Context: an optimization exercise on an open-source flow, tuned for small area. The choices shown serve that exercise and are no tape-out recipe. The RTL was checked by simulation tests, not by an equivalence proof against the original design. Power figures rest on the tool's default switching activity, not on a simulated workload.

--- flow/design.v ---
module dsrd_gamma (
    input  wire [7:0] din,
    output reg  [7:0] dout
);
    always @(*) begin
        case (din)
            8'd0: dout = 8'd0;
            8'd1: dout = 8'd0;
            8'd2: dout = 8'd0;
            8'd3: dout = 8'd0;
            8'd4: dout = 8'd0;
            8'd5: dout = 8'd0;
            8'd6: dout = 8'd0;
            8'd7: dout = 8'd0;
            8'd8: dout = 8'd0;
            8'd9: dout = 8'd0;
            8'd10: dout = 8'd0;
            8'd11: dout = 8'd0;
            8'd12: dout = 8'd0;
            8'd13: dout = 8'd0;
            8'd14: dout = 8'd0;
            8'd15: dout = 8'd1;
            8'd16: dout = 8'd1;
            8'd17: dout = 8'd1;
            8'd18: dout = 8'd1;
            8'd19: dout = 8'd1;
            8'd20: dout = 8'd1;
            8'd21: dout = 8'd1;
            8'd22: dout = 8'd1;
            8'd23: dout = 8'd1;
            8'd24: dout = 8'd1;
            8'd25: dout = 8'd2;
            8'd26: dout = 8'd2;
            8'd27: dout = 8'd2;
            8'd28: dout = 8'd2;
            8'd29: dout = 8'd2;
            8'd30: dout = 8'd2;
            8'd31: dout = 8'd2;
            8'd32: dout = 8'd3;
            8'd33: dout = 8'd3;
            8'd34: dout = 8'd3;
            8'd35: dout = 8'd3;
            8'd36: dout = 8'd3;
            8'd37: dout = 8'd4;
            8'd38: dout = 8'd4;
            8'd39: dout = 8'd4;
            8'd40: dout = 8'd4;
            8'd41: dout = 8'd5;
            8'd42: dout = 8'd5;
            8'd43: dout = 8'd5;
            8'd44: dout = 8'd5;
            8'd45: dout = 8'd6;
            8'd46: dout = 8'd6;
            8'd47: dout = 8'd6;
            8'd48: dout = 8'd6;
            8'd49: dout = 8'd7;
            8'd50: dout = 8'd7;
            8'd51: dout = 8'd7;
            8'd52: dout = 8'd8;
            8'd53: dout = 8'd8;
            8'd54: dout = 8'd8;
            8'd55: dout = 8'd9;
            8'd56: dout = 8'd9;
            8'd57: dout = 8'd9;
            8'd58: dout = 8'd10;
            8'd59: dout = 8'd10;
            8'd60: dout = 8'd11;
            8'd61: dout = 8'd11;
            8'd62: dout = 8'd11;
            8'd63: dout = 8'd12;
            8'd64: dout = 8'd12;
            8'd65: dout = 8'd13;
            8'd66: dout = 8'd13;
            8'd67: dout = 8'd13;
            8'd68: dout = 8'd14;
            8'd69: dout = 8'd14;
            8'd70: dout = 8'd15;
            8'd71: dout = 8'd15;
            8'd72: dout = 8'd16;
            8'd73: dout = 8'd16;
            8'd74: dout = 8'd17;
            8'd75: dout = 8'd17;
            8'd76: dout = 8'd18;
            8'd77: dout = 8'd18;
            8'd78: dout = 8'd19;
            8'd79: dout = 8'd19;
            8'd80: dout = 8'd20;
            8'd81: dout = 8'd20;
            8'd82: dout = 8'd21;
            8'd83: dout = 8'd22;
            8'd84: dout = 8'd22;
            8'd85: dout = 8'd23;
            8'd86: dout = 8'd23;
            8'd87: dout = 8'd24;
            8'd88: dout = 8'd25;
            8'd89: dout = 8'd25;
            8'd90: dout = 8'd26;
            8'd91: dout = 8'd26;
            8'd92: dout = 8'd27;
            8'd93: dout = 8'd28;
            8'd94: dout = 8'd28;
            8'd95: dout = 8'd29;
            8'd96: dout = 8'd30;
            8'd97: dout = 8'd30;
            8'd98: dout = 8'd31;
            8'd99: dout = 8'd32;
            8'd100: dout = 8'd33;
            8'd101: dout = 8'd33;
            8'd102: dout = 8'd34;
            8'd103: dout = 8'd35;
            8'd104: dout = 8'd35;
            8'd105: dout = 8'd36;
            8'd106: dout = 8'd37;
            8'd107: dout = 8'd38;
            8'd108: dout = 8'd39;
            8'd109: dout = 8'd39;
            8'd110: dout = 8'd40;
            8'd111: dout = 8'd41;
            8'd112: dout = 8'd42;
            8'd113: dout = 8'd43;
            8'd114: dout = 8'd43;
            8'd115: dout = 8'd44;
            8'd116: dout = 8'd45;
            8'd117: dout = 8'd46;
            8'd118: dout = 8'd47;
            8'd119: dout = 8'd48;
            8'd120: dout = 8'd49;
            8'd121: dout = 8'd49;
            8'd122: dout = 8'd50;
            8'd123: dout = 8'd51;
            8'd124: dout = 8'd52;
            8'd125: dout = 8'd53;
            8'd126: dout = 8'd54;
            8'd127: dout = 8'd55;
            8'd128: dout = 8'd56;
            8'd129: dout = 8'd57;
            8'd130: dout = 8'd58;
            8'd131: dout = 8'd59;
            8'd132: dout = 8'd60;
            8'd133: dout = 8'd61;
            8'd134: dout = 8'd62;
            8'd135: dout = 8'd63;
            8'd136: dout = 8'd64;
            8'd137: dout = 8'd65;
            8'd138: dout = 8'd66;
            8'd139: dout = 8'd67;
            8'd140: dout = 8'd68;
            8'd141: dout = 8'd69;
            8'd142: dout = 8'd70;
            8'd143: dout = 8'd71;
            8'd144: dout = 8'd73;
            8'd145: dout = 8'd74;
            8'd146: dout = 8'd75;
            8'd147: dout = 8'd76;
            8'd148: dout = 8'd77;
            8'd149: dout = 8'd78;
            8'd150: dout = 8'd79;
            8'd151: dout = 8'd81;
            8'd152: dout = 8'd82;
            8'd153: dout = 8'd83;
            8'd154: dout = 8'd84;
            8'd155: dout = 8'd85;
            8'd156: dout = 8'd87;
            8'd157: dout = 8'd88;
            8'd158: dout = 8'd89;
            8'd159: dout = 8'd90;
            8'd160: dout = 8'd91;
            8'd161: dout = 8'd93;
            8'd162: dout = 8'd94;
            8'd163: dout = 8'd95;
            8'd164: dout = 8'd97;
            8'd165: dout = 8'd98;
            8'd166: dout = 8'd99;
            8'd167: dout = 8'd100;
            8'd168: dout = 8'd102;
            8'd169: dout = 8'd103;
            8'd170: dout = 8'd105;
            8'd171: dout = 8'd106;
            8'd172: dout = 8'd107;
            8'd173: dout = 8'd109;
            8'd174: dout = 8'd110;
            8'd175: dout = 8'd111;
            8'd176: dout = 8'd113;
            8'd177: dout = 8'd114;
            8'd178: dout = 8'd116;
            8'd179: dout = 8'd117;
            8'd180: dout = 8'd119;
            8'd181: dout = 8'd120;
            8'd182: dout = 8'd121;
            8'd183: dout = 8'd123;
            8'd184: dout = 8'd124;
            8'd185: dout = 8'd126;
            8'd186: dout = 8'd127;
            8'd187: dout = 8'd129;
            8'd188: dout = 8'd130;
            8'd189: dout = 8'd132;
            8'd190: dout = 8'd133;
            8'd191: dout = 8'd135;
            8'd192: dout = 8'd137;
            8'd193: dout = 8'd138;
            8'd194: dout = 8'd140;
            8'd195: dout = 8'd141;
            8'd196: dout = 8'd143;
            8'd197: dout = 8'd145;
            8'd198: dout = 8'd146;
            8'd199: dout = 8'd148;
            8'd200: dout = 8'd149;
            8'd201: dout = 8'd151;
            8'd202: dout = 8'd153;
            8'd203: dout = 8'd154;
            8'd204: dout = 8'd156;
            8'd205: dout = 8'd158;
            8'd206: dout = 8'd159;
            8'd207: dout = 8'd161;
            8'd208: dout = 8'd163;
            8'd209: dout = 8'd165;
            8'd210: dout = 8'd166;
            8'd211: dout = 8'd168;
            8'd212: dout = 8'd170;
            8'd213: dout = 8'd172;
            8'd214: dout = 8'd173;
            8'd215: dout = 8'd175;
            8'd216: dout = 8'd177;
            8'd217: dout = 8'd179;
            8'd218: dout = 8'd181;
            8'd219: dout = 8'd182;
            8'd220: dout = 8'd184;
            8'd221: dout = 8'd186;
            8'd222: dout = 8'd188;
            8'd223: dout = 8'd190;
            8'd224: dout = 8'd192;
            8'd225: dout = 8'd194;
            8'd226: dout = 8'd196;
            8'd227: dout = 8'd197;
            8'd228: dout = 8'd199;
            8'd229: dout = 8'd201;
            8'd230: dout = 8'd203;
            8'd231: dout = 8'd205;
            8'd232: dout = 8'd207;
            8'd233: dout = 8'd209;
            8'd234: dout = 8'd211;
            8'd235: dout = 8'd213;
            8'd236: dout = 8'd215;
            8'd237: dout = 8'd217;
            8'd238: dout = 8'd219;
            8'd239: dout = 8'd221;
            8'd240: dout = 8'd223;
            8'd241: dout = 8'd225;
            8'd242: dout = 8'd227;
            8'd243: dout = 8'd229;
            8'd244: dout = 8'd231;
            8'd245: dout = 8'd234;
            8'd246: dout = 8'd236;
            8'd247: dout = 8'd238;
            8'd248: dout = 8'd240;
            8'd249: dout = 8'd242;
            8'd250: dout = 8'd244;
            8'd251: dout = 8'd246;
            8'd252: dout = 8'd248;
            8'd253: dout = 8'd251;
            8'd254: dout = 8'd253;
            8'd255: dout = 8'd255;
            default: dout = 8'd0;
        endcase
    end
endmodule
module dsrd_framepool (
    input  wire       clk,
    input  wire       wr_en,
    input  wire [1:0] wr_slot,
    input  wire [7:0] wr_addr,
    input  wire [7:0] wr_data,
    input  wire [2:0] clr,
    input  wire [1:0] rd_slot,
    input  wire [7:0] rd_addr,
    output wire [7:0] rd_data
);
    localparam NBYTES = 192;
    wire [NBYTES*8-1:0] slot_bits [0:2];
    genvar s, a;
    generate
        for (s = 0; s < 3; s = s + 1) begin : g_slot
            for (a = 0; a < NBYTES; a = a + 1) begin : g_byte
                reg [7:0] mem_byte;
                always @(posedge clk) begin
                    if (clr[s])
                        mem_byte <= 8'h00;
                    else if (wr_en && wr_slot == s && wr_addr == a)
                        mem_byte <= wr_data;
                end
                assign slot_bits[s][a*8 +: 8] = mem_byte;
            end
        end
    endgenerate
    reg [NBYTES*8-1:0] rd_frame;
    always @(*) begin
        case (rd_slot)
            2'd0:    rd_frame = slot_bits[0];
            2'd1:    rd_frame = slot_bits[1];
            default: rd_frame = slot_bits[2];
        endcase
    end
    assign rd_data = rd_frame[rd_addr*8 +: 8];
endmodule
module dsrd_core (
    input  wire       clk,
    input  wire       rst,         
    input  wire       tick,        
    input  wire       rx_valid,    
    input  wire [7:0] rx_data,
    output reg        sck,         
    output reg        lat,         
    output reg        blank,       
    output reg        drv_rst,     
    output reg        sda,         
    output reg  [7:0] row          
);
    localparam [2:0]  RST_HOLD_TICKS  = 3'd1;
    localparam [2:0]  RST_PULSE_TICKS = 3'd1;
    localparam [2:0]  SETTLE_TICKS    = 3'd4;
    localparam [15:0] PERIOD_TICKS    = 16'd8;
    localparam [7:0]  INIT_BITS       = 8'd144;
    localparam [3:0] S_HOLD   = 4'd0,    
                     S_PULSE  = 4'd1,    
                     S_SETTLE = 4'd2,    
                     S_BDATA  = 4'd3,    
                     S_BCLK   = 4'd4,    
                     S_BLAT0  = 4'd5,    
                     S_BLAT1  = 4'd6,    
                     S_BEND   = 4'd7,    
                     S_IDLE   = 4'd8,    
                     S_DATA   = 4'd9,    
                     S_CLK    = 4'd10,   
                     S_OFF    = 4'd11,   
                     S_ON     = 4'd12,   
                     S_LAT0   = 4'd13,   
                     S_LAT1   = 4'd14;   
    reg  [3:0]  state;
    reg  [2:0]  tcnt;         
    reg  [7:0]  bitcnt;       
    reg  [2:0]  rowcnt;       
    reg  signed [15:0] lag;   
    reg         running;      
    reg  [1:0]  cur_h;        
    reg  [1:0]  rx_h;         
    reg  [1:0]  next_h;       
    reg         next_v;       
    reg         collecting;
    reg  [7:0]  pos;
    wire rx_go     = running && rx_valid;
    wire rx_sof    = rx_go && rx_data == 8'hFF;
    wire rx_store  = rx_go && rx_data != 8'hFF && collecting;
    wire publish   = rx_store && pos == 8'd191;
    wire row_end   = (state == S_LAT1);
    wire swap_req  = row_end && rowcnt == 3'd7;
    wire boot      = (state == S_BEND);
    wire [1:0] free_h  = 2'd3 - cur_h - rx_h;
    wire [1:0] pub_next_h = publish ? rx_h   : next_h;
    wire       pub_next_v = publish ? 1'b1   : next_v;
    wire [1:0] pub_rx_h   = publish ? free_h : rx_h;
    wire       do_swap  = swap_req && pub_next_v;
    reg  [2:0] clr;
    always @(*) begin
        clr = 3'b000;
        if (boot)
            clr = 3'b011;
        else if (publish)
            clr[free_h] = 1'b1;
    end
    always @(posedge clk) begin
        if (rst) begin
            running    <= 1'b0;
            collecting <= 1'b0;
            pos        <= 8'd0;
            cur_h      <= 2'd0;
            rx_h       <= 2'd1;
            next_h     <= 2'd0;
            next_v     <= 1'b0;
        end else if (boot) begin
            running    <= 1'b1;
            collecting <= 1'b0;
            pos        <= 8'd0;
            cur_h      <= 2'd0;
            rx_h       <= 2'd1;
            next_h     <= 2'd0;
            next_v     <= 1'b0;
        end else begin
            if (rx_sof) begin
                collecting <= 1'b1;
                pos        <= 8'd0;
            end else if (publish) begin
                collecting <= 1'b0;
                pos        <= 8'd0;
            end else if (rx_store) begin
                pos        <= pos + 8'd1;
            end
            rx_h <= pub_rx_h;
            if (do_swap) begin
                cur_h  <= pub_next_h;
                next_v <= 1'b0;
            end else begin
                next_h <= pub_next_h;
                next_v <= pub_next_v;
            end
        end
    end
    wire [4:0] byte_idx = bitcnt[7:3];
    wire [7:0] rd_addr  = {5'd0, rowcnt} * 8'd24 + 8'd23 - {3'd0, byte_idx};
    wire [7:0] rd_data;
    wire [7:0] gamma_data;
    dsrd_framepool u_pool (
        .clk     (clk),
        .wr_en   (rx_store),
        .wr_slot (rx_h),
        .wr_addr (pos),
        .wr_data (rx_data),
        .clr     (clr),
        .rd_slot (cur_h),
        .rd_addr (rd_addr),
        .rd_data (rd_data)
    );
    dsrd_gamma u_gamma (
        .din  (rd_data),
        .dout (gamma_data)
    );
    wire cur_bit = gamma_data[3'd7 - bitcnt[2:0]];
    always @(posedge clk) begin
        if (rst || boot)
            lag <= 16'sd0;
        else
            lag <= lag + (tick ? 16'sd1 : 16'sd0)
                       - (row_end ? PERIOD_TICKS : 16'sd0);
    end
    wire [2:0] prev_row = rowcnt - 3'd1;
    always @(posedge clk) begin
        if (rst) begin
            state   <= S_HOLD;
            tcnt    <= 3'd0;
            bitcnt  <= 8'd0;
            rowcnt  <= 3'd0;
            sck     <= 1'b0;
            lat     <= 1'b1;
            blank   <= 1'b1;
            drv_rst <= 1'b1;
            sda     <= 1'b0;
            row     <= 8'd0;
        end else begin
            case (state)
                S_HOLD: if (tick) begin
                    if (tcnt == RST_HOLD_TICKS - 3'd1) begin
                        tcnt    <= 3'd0;
                        drv_rst <= 1'b0;
                        state   <= S_PULSE;
                    end else
                        tcnt <= tcnt + 3'd1;
                end
                S_PULSE: if (tick) begin
                    if (tcnt == RST_PULSE_TICKS - 3'd1) begin
                        tcnt    <= 3'd0;
                        drv_rst <= 1'b1;
                        state   <= S_SETTLE;
                    end else
                        tcnt <= tcnt + 3'd1;
                end
                S_SETTLE: if (tick) begin
                    if (tcnt == SETTLE_TICKS - 3'd1) begin
                        tcnt   <= 3'd0;
                        blank  <= 1'b0;
                        bitcnt <= 8'd0;
                        state  <= S_BDATA;
                    end else
                        tcnt <= tcnt + 3'd1;
                end
                S_BDATA: begin
                    sda   <= 1'b1;
                    sck   <= 1'b0;
                    state <= S_BCLK;
                end
                S_BCLK: begin
                    sck <= 1'b1;
                    if (bitcnt == INIT_BITS - 8'd1)
                        state <= S_BLAT0;
                    else begin
                        bitcnt <= bitcnt + 8'd1;
                        state  <= S_BDATA;
                    end
                end
                S_BLAT0: begin
                    sck   <= 1'b0;
                    lat   <= 1'b0;
                    state <= S_BLAT1;
                end
                S_BLAT1: begin
                    lat   <= 1'b1;
                    state <= S_BEND;
                end
                S_BEND: begin
                    blank  <= 1'b1;
                    rowcnt <= 3'd0;
                    state  <= S_IDLE;
                end
                S_IDLE: if (!lag[15]) begin
                    bitcnt <= 8'd0;
                    state  <= S_DATA;
                end
                S_DATA: begin
                    sda   <= cur_bit;
                    sck   <= 1'b0;
                    state <= S_CLK;
                end
                S_CLK: begin
                    sck    <= 1'b1;
                    bitcnt <= bitcnt + 8'd1;
                    if (bitcnt == 8'd127)
                        state <= S_OFF;
                    else if (bitcnt == 8'd191)
                        state <= S_ON;
                    else
                        state <= S_DATA;
                end
                S_OFF: begin
                    sck           <= 1'b0;
                    row[prev_row] <= 1'b0;
                    state         <= S_DATA;
                end
                S_ON: begin
                    sck         <= 1'b0;
                    row[rowcnt] <= 1'b1;
                    state       <= S_LAT0;
                end
                S_LAT0: begin
                    lat   <= 1'b0;
                    state <= S_LAT1;
                end
                S_LAT1: begin
                    lat    <= 1'b1;
                    rowcnt <= rowcnt + 3'd1;
                    state  <= S_IDLE;
                end
                default: state <= S_HOLD;
            endcase
        end
    end
endmodule
--- flow/run.sh ---
#!/bin/bash
# synth_recipe.tcl (not shown) runs the flow's synth.tcl, then flattens the netlist and writes it again
# the make line also repeats each setting of config.mk as NAME=value (left out here)
make -C /OpenROAD-flow-scripts/flow DESIGN_CONFIG=/design/flow/config.mk WORK_HOME=/design/flow/orfs CLKGATE_MAP_FILE= SYNTH_SCRIPT=/design/flow/synth_recipe.tcl finish
--- flow/config.mk ---
export PLATFORM = sky130hd
export DESIGN_NAME = dsrd_core
export DESIGN_NICKNAME = dsrd_core
export VERILOG_FILES = /design/flow/design.v
export SDC_FILE = /design/flow/constraint.sdc
export NUM_CORES = 8
export LEC_CHECK = 0
export CAP_MARGIN = 20
export CORE_MARGIN = 2
export CORE_UTILIZATION = 45
export PLACE_DENSITY = 0.6
export SLEW_MARGIN = 20
--- flow/constraint.sdc ---
create_clock -name core_clock -period 10.0 [get_ports {clk}]
set_input_delay 2.0000 -clock core_clock [delete_from_list [all_inputs] [get_ports {clk}]]
set_output_delay 2.0000 -clock core_clock [all_outputs]
set_load 0.01 [all_outputs]
==> run notes <==
-- final cells by class --
class                           count  area share [%]
Multi-Input combinational cell  19131           46.58
Tap cell                         6375           3.386
Clock inverter                    136          0.8062
Clock buffer                      796           6.617
Antenna cell                      111          0.1179
Sequential cell                  4672           39.71
Timing Repair Buffer              625           2.644
Inverter                           78          0.1360
-- cell usage in the layout, fill, tap and decap left out, types with 488 or more instances in the layout --
master	n
clkbuf_16	534
buf_4	488
dfxtp_1	4667
a21oi_1	4762
mux2i_1	845
mux4_2	579
nor2_1	916
nand3_1	631
nand2_1	5186
o21ai_0	4288
-- where the power goes --
group	switching (uW)	total, uW	internal [uW]
Clock	8450	19900	11500
Sequential	54.5	18700	18600
Combinational	666	890	224
Total	9170	39500	30400
-- worst register-to-register path, delay by kind of cell (launching register included) --
kind	cells	cell delay, ns
buffers and inverters	5	0.85
adder cells (fa/ha/maj)	4	2.32
AND/OR/NAND/NOR	4	3.12
flip-flops	1	0.54
AO/OA/AOI/OAI	7	2.65
-- worst paths after layout --
path,start,endpoint,slack [ns]
worst min register to register,u_pool.g_slot[1].g_byte[189].mem_byte[5]$_SDFFE_PP0P_,u_pool.g_slot[1].g_byte[189].mem_byte[5]$_SDFFE_PP0P_,0.45
worst min-delay path,u_pool.g_slot[1].g_byte[189].mem_byte[5]$_SDFFE_PP0P_,u_pool.g_slot[1].g_byte[189].mem_byte[5]$_SDFFE_PP0P_,0.45
worst max-delay path,rowcnt[1]$_SDFFE_PP0P_,sda$_SDFFE_PP0P_,0.42
worst max register to register,rowcnt[1]$_SDFFE_PP0P_,sda$_SDFFE_PP0P_,0.42
-- stage by stage --
step                      hold slack (ns)  total power (uW)  worst slack (ns)  instance area [sq um]
after global routing               0.4654             40380            0.6814                 235300
after global placement             0.4378             19970            0.9285                 217600
after CTS                          0.4507             39560             1.012                 235200
final                              0.4517             39520            0.4189                 235600
after detailed placement           0.4428             19980             1.025                 217700
after floorplan                    0.4311             19680             4.511                 214900
-- metal layers --
| layer | GRT usage [%] | up-vias | part of all wire [%] |
|---|---|---|---|
| met5 | 0 | - | 0.032 |
| met4 | 22.08 | 44 | 6.5 |
| met3 | 9.766 | 2420 | 12 |
| met2 | 52.70 | 12658 | 42 |
| met1 | 48.97 | 101182 | 39 |
| li1 | - | 90256 | - |
-- cell families (layout without fill, tap and decap cells) --
logic type,after synthesis,after routing,synth area share [%]
flip-flops,4672,4672,43.53
multiplexers,1920,1920,12.60
XOR/XNOR,40,40,0.1700
AND/OR/NAND/NOR,7172,7172,13.32
other,0,111,0
buffers and inverters,2676,1635,5.734
adder cells (fa/ha/maj),59,59,0.3541
AO/OA/AOI/OAI,9940,9940,24.28
-- sequential cells by signal, indices dropped and copies added (netlist names), 2 cells and up --
name                           count
u_pool.g_slot.g_byte.mem_byte   4608
lag                               16
bitcnt                             8
pos                                8
row                                8
state                              4
rowcnt                             3
tcnt                               3
cur_h                              2
next_h                             2
rx_h                               2
==> run notes <==
* Status: timing/DRC/antenna clean
* Layout cell share with drive strength beyond 1 at 10.52%
* Row count at 253
* Syn Area/Cell at 8.114 sq um
* Critical Path Sink Type: flop
* Remaining global-route overflow at 0
* WL per Instance at 29.10 microns
* Async SR Flop Fraction at 0%
* Max-Cap Viols at 0
* Synth cell types at 97
* CTS tree: yes
* Setup Crit Path Kind: flop to flop
* WP data arrival at 10.56 ns
* Net Count, Synth at 26.55k
* Final Non-Filler Cells at 31.92k
* Hold Crit Depth at 2
* Crit-path leading delay family: simple AND/OR/NAND/NOR gates
* Maximum clock rate at 104.4 MHz
* DRC Markers at 0
* Clock Tree Buf Depth at 4
* Synthesized area at 214900 sq um
* Top-count cell post-synth: nand2_1
* Seq/Total Area, Yosys at 43.53%
* WL final at 928900 microns
* Post-route setup TNS at 0 ns
* GPL Wtd Cong at 0.9758
* Footprint of the multi-input gates at 109700 sq um
* Worst Clk Skew at 0.04779 ns
* Lkg Pwr at 0.07686 uW
* Initial antenna violation count at 80
* GRT Util Overall at 36.64%
* Worst VDD drop at 214.2 uV
* Slew @ Worst Pin at 1.372 ns
* Fin. Hold Viols at 0
* Register area at 93550 sq um
* Critical path fanouts, max at 35
* Cells after Synth at 26.48k
* Routed vias/inst at 6.470
* Commonest cells in the netlist: 5196 x nand2_1, 4762 x a21oi_1, 4672 x dfxtp_1, 4297 x o21ai_0, 1788 x clkbuf_1
* Dpl cells at 30.88k
* Detailed Place HPWL at 561000 microns
* RSZ-0062 raised after global routing: no
* EDFF count, synth at 0
* Yosys reg bits at 4672
* Layout Nets at 25.10k
* Core Region at 475100 sq um
* Resize count post-CTS at 0
* Final min period at 9.581 ns
* Total CTS buffers at 525
* Largest net degree at the start of global routing at 207
* Relative slew slack at 7.986%
* Worst path bufs/invs at 5
* Worst Reg2Reg Path Length in Cells at 20
* Post-CTS Hold Buffers at 0
* Fin crit share at 95.81%
* Initial cell density of the core at 45.22%
* Fin. max-slew vios at 0
* Setup bufs post-CTS at 0
* Number of DRC markers in iteration 0 at 30.72k
* Area growth from synthesis to layout at 9.644%
* Crit path depth at 20
* Clk sinks at 4672
* Clk root buf: clkbuf_16
* Number of routed nets with antenna violations at 0
* Type of the most critical hold path: flop to flop
* Power density cells at 167.8 nW/um^2
* Port Buffer Count at 24
* Critical path startpoint category: flop
* Synth area leader: dfxtp_1
* Clk latency of the worst-skew pair at 1.12 ns
* Critical Path Slowest Stage Cell: fa_4
* Max H-tree Level at 6
* First-pass GRT wire length at 1339000 microns
* Die ar. at 483000 sq um
* Top cells by area, synth: dfxtp_1 44%, a21oi_1 11%, o21ai_0 10%
* Clock slew at reported path FFs at 0.06 ns
* Setup violations, final at 0
* Number of global-route vias before repair at 186.0k
* Vias at 206.6k
* Fillcell total at 45.55k
* Cell repeated most along the worst path: inv_1
* Synth Flop Type: dfxtp_1
* Drt first pass iters at 8
* CP Data Required Time at 10.98 ns
* CP max stage delay at 1.58 ns
* Die height at 695.0 microns
* Chip Width at 695.0 microns
* Num ports at 25
* Synth Warn # at 3
* Finished Core Util at 49.58%
* Ordered cell list for the critical path: inv_1 -> ha_1 -> inv_1 -> ha_1 -> inv_1 -> ha_4 -> inv_1 -> fa_4 -> nand2_1 -> nor3_1 -> a211oi_1 -> a221oi_2 -> and2_1 -> buf_4 -> nand2_1 -> o22ai_1 -> a211oi_1 -> a221oi_1 -> o211ai_1 -> o31a_1
* Share of the synthesized area in the top cell type at 43.53%

separate check: timing with driven ports:
In the flow no input, the clock included, has a driving cell. The finished layout below was timed again as built, in two steps. Step 1, drivers: a clkbuf_16 drives clk and a buf_2 each remaining input, both assumed. Step 2 also shifts input and output timing later by t, the mid clock arrival at the registers, as if the neighbouring blocks saw the same clock. a / b / c = ideal ports / drivers / drivers and shift; a / b = the first two.
t (ns): 1.231
slack for setup (ns): 0.419 / 0.419 / 0.419
worst setup path at the end: register to register
After both steps setup and hold are still met in this run. The setup slack of this run moves by 0.000 ns with the drivers and by 0.000 ns with both steps.
